This design comes from an exercise in tuning for small area, a short achievable clock period and few clock cycles on the open sky130 flow, not from production work. The RTL was checked by simulation tests, not by an equivalence proof against the original design. Power figures rest on the tool's default switching activity, not on a simulated workload.

== run A ==
// nibble_packer
module nibble_packer #(
    parameter BMAX = 64
) (
    input  wire       clk,
    input  wire       rst,      
    input  wire       sel,
    input  wire       we,
    input  wire [7:0] addr,
    input  wire [7:0] wdata,
    output wire [7:0] rdata,
    output wire       ready
);
    localparam NMAX = 2 * BMAX;
    localparam [1:0] OP_NOP    = 2'd0;
    localparam [1:0] OP_PACK   = 2'd1;
    localparam [1:0] OP_UNPACK = 2'd2;
    localparam [1:0] OP_CLEAR  = 2'd3;
    localparam [1:0] E_NONE        = 2'd0;
    localparam [1:0] E_INVALID_LEN = 2'd1;
    localparam [1:0] E_LEN_RANGE   = 2'd2;
    localparam [1:0] E_ILLEGAL_CMD = 2'd3;
    reg [7:0]          cmd_q;
    reg [7:0]          len_q;
    reg                done_q;
    reg [1:0]          ecode_q;
    reg [7:0]          olen_q;
    reg [8*BMAX-1:0]   byte_q;    
    reg [4*NMAX-1:0]   nib_q;     
    reg [7:0]          pa_q;      
    reg [7:0]          rd_q;      
    reg                fm_q;      
    reg                wv_q;      
    reg [7:0]          ba_q;      
    reg [7:0]          wd_q;      
    wire [1:0] ne;
    np_ne4 u_ne0 (.a(addr[3:0]), .b(pa_q[3:0]), .ne(ne[0]));
    np_ne4 u_ne1 (.a(addr[7:4]), .b(pa_q[7:4]), .ne(ne[1]));
    wire hit = ~(ne[0] | ne[1]);    
    assign ready = we | hit;
  ...
Size: ~1100 flip-flops.
==> flow/config.mk <==
export PLATFORM = sky130hd
export DESIGN_NAME = nibble_packer
export DESIGN_NICKNAME = nibble_packer
export VERILOG_FILES = /design/flow/design.v
export SDC_FILE = /design/flow/constraint.sdc
export NUM_CORES = 4
export LEC_CHECK = 0
export ABC_CLOCK_PERIOD_IN_PS = 4000
export CAP_MARGIN = 20
export CORE_MARGIN = 2
export CORE_UTILIZATION = 35
export CTS_BUF_LIST = sky130_fd_sc_hd__clkbuf_8
export CTS_CLUSTER_DIAMETER = 60
export CTS_CLUSTER_SIZE = 12
export PLACE_DENSITY = 0.45
export SETUP_SLACK_MARGIN = 3.6
export SLEW_MARGIN = 20
export SYNTH_HIERARCHICAL = 1
==> flow/constraint.sdc <==
create_clock -name core_clock -period 7.5 [get_ports {clk}]
set_input_delay 1.5000 -clock core_clock [delete_from_list [all_inputs] [get_ports {clk}]]
set_output_delay 1.5000 -clock core_clock [all_outputs]
set_load 0.01 [all_outputs]
run.sh (not shown) runs the stock make flow with config.mk's settings and CLKGATE_MAP_FILE= SYNTH_SCRIPT=/design/flow/synth_recipe.tcl, a recipe that flattens the netlist after the stock synthesis.
Run A closes out successfully: all stages finished, all timing, DRC and antenna checks passed.
Testbench counts of run A, summed over its fixed seeds: cycles 29,371.
#### Input delta (run B over run A)
Settings: changing PLACE_DENSITY from 0.45 to 0.6; changing CORE_UTILIZATION from 35 to 50.
Run B reports its critical setup path kind as reg2reg while run A reports in2reg. Run B against run A: largest fanout on the critical path now sits higher, area used by sequential logic in the layout has remained practically unchanged, die span in x decreased by about 16% relative to the old numbers, total power moved down, detailed-route vias per instance increased about 10%. Initial core utilization, run A and run B: smaller value in run A.
Input-level comparison between run C and run B:
Settings: changing PLACE_DENSITY from 0.6 to 0.45; changing CORE_UTILIZATION from 50 to 35; changing SETUP_SLACK_MARGIN from 3.6 to 3.8.
Results
- NOTE vertical die dimension run B->run C increased by more than 10%
- In run C, the internal reg-to-reg setup slack came out 350 ps above the value in run B.
- Run C vs. run B: initial standard-cell utilization of the core went down by 15 points.
--- input diff run C..run D ---
Settings: SETUP_SLACK_MARGIN changed from 3.8 to 3.4.
--- outcome ---
Total power: run D above run C. met3 wirelength from detailed routing in run D is about 2% below run C. On post-layout net count, run C and run D are neck and neck. Run D against run C: HPWL after detailed placement rose about 0.55%; final cell area excluding filler cells fell about 0.5%; final worst-path cycle share rose 5.4 points. On fraction of power consumed by sequential logic, the higher figure sits with run C, not run D. The run showing the smaller overall routing resource usage is run C. Run D | stages: all done | timing, DRC, antenna: all pass.
What run E does differently from run D at the input level:
Settings: PLACE_DENSITY changed from 0.45 to 0.6; CORE_UTILIZATION changed from 35 to 50.
Results
Run E vs run D, pre-CTS setup slack went down by 18 ps. Comparing run D and run E, count of clock-buffer cells in the layout is higher on run D. Compared with run D, run E improves worst hold slack. Comparing run D against run E, there is no change at all in number of hold-slack violations in the final timing report. Run D and run E all finish clean. Run D ended up with more cell instances than run E did. Re antenna diode count: run E is 4 down on run D. | count of plain and timing-repair buffers | lower: run E |. Against run D, routed wire length in run E fell by a little under 10%. Across both runs, total power consumption of the routed design was lower for run E than for run D.

-- re-timing with driven ports --
How much do the figures lean on ideal ports? The routed layouts below were timed once more, with nothing changed but the port constraints.
Step 1: set_driving_cell puts a clkbuf_16 on clk and a buf_2 on each other input, an assumption about the parent block.
Step 2, shift: input delay + t, output delay - t, t = (earliest + latest rising clock arrival at the registers) / 2. This alone moves slack from input paths to output paths.
Three values: ideal, step 1, step 2; two values: the first two.
run	shift t [ns]	slack for setup (ns)	hold WS [ns]	worst setup path after step 2	pins driven straight from the clock port
run A	0.955	3.452 / 3.457 / 2.549	0.458 / 0.458 / 0.458	input to register	1
run B	0.873	3.355 / 3.355 / 2.780	0.466 / 0.466 / 0.466	input to register	1
run C	0.946	3.632 / 3.608 / 3.025	0.463 / 0.463 / 0.463	input to register	1
run D	0.961	3.230 / 3.230 / 2.431	0.458 / 0.458 / 0.458	input to register	1
run E	0.863	3.216 / 3.216 / 2.682	0.462 / 0.462 / 0.462	input to register	1
After both steps setup and hold are still met in every run listed. For run A, which loses most, drivers alone change the setup slack by +0.005 ns; drivers and shift together by -0.903 ns.
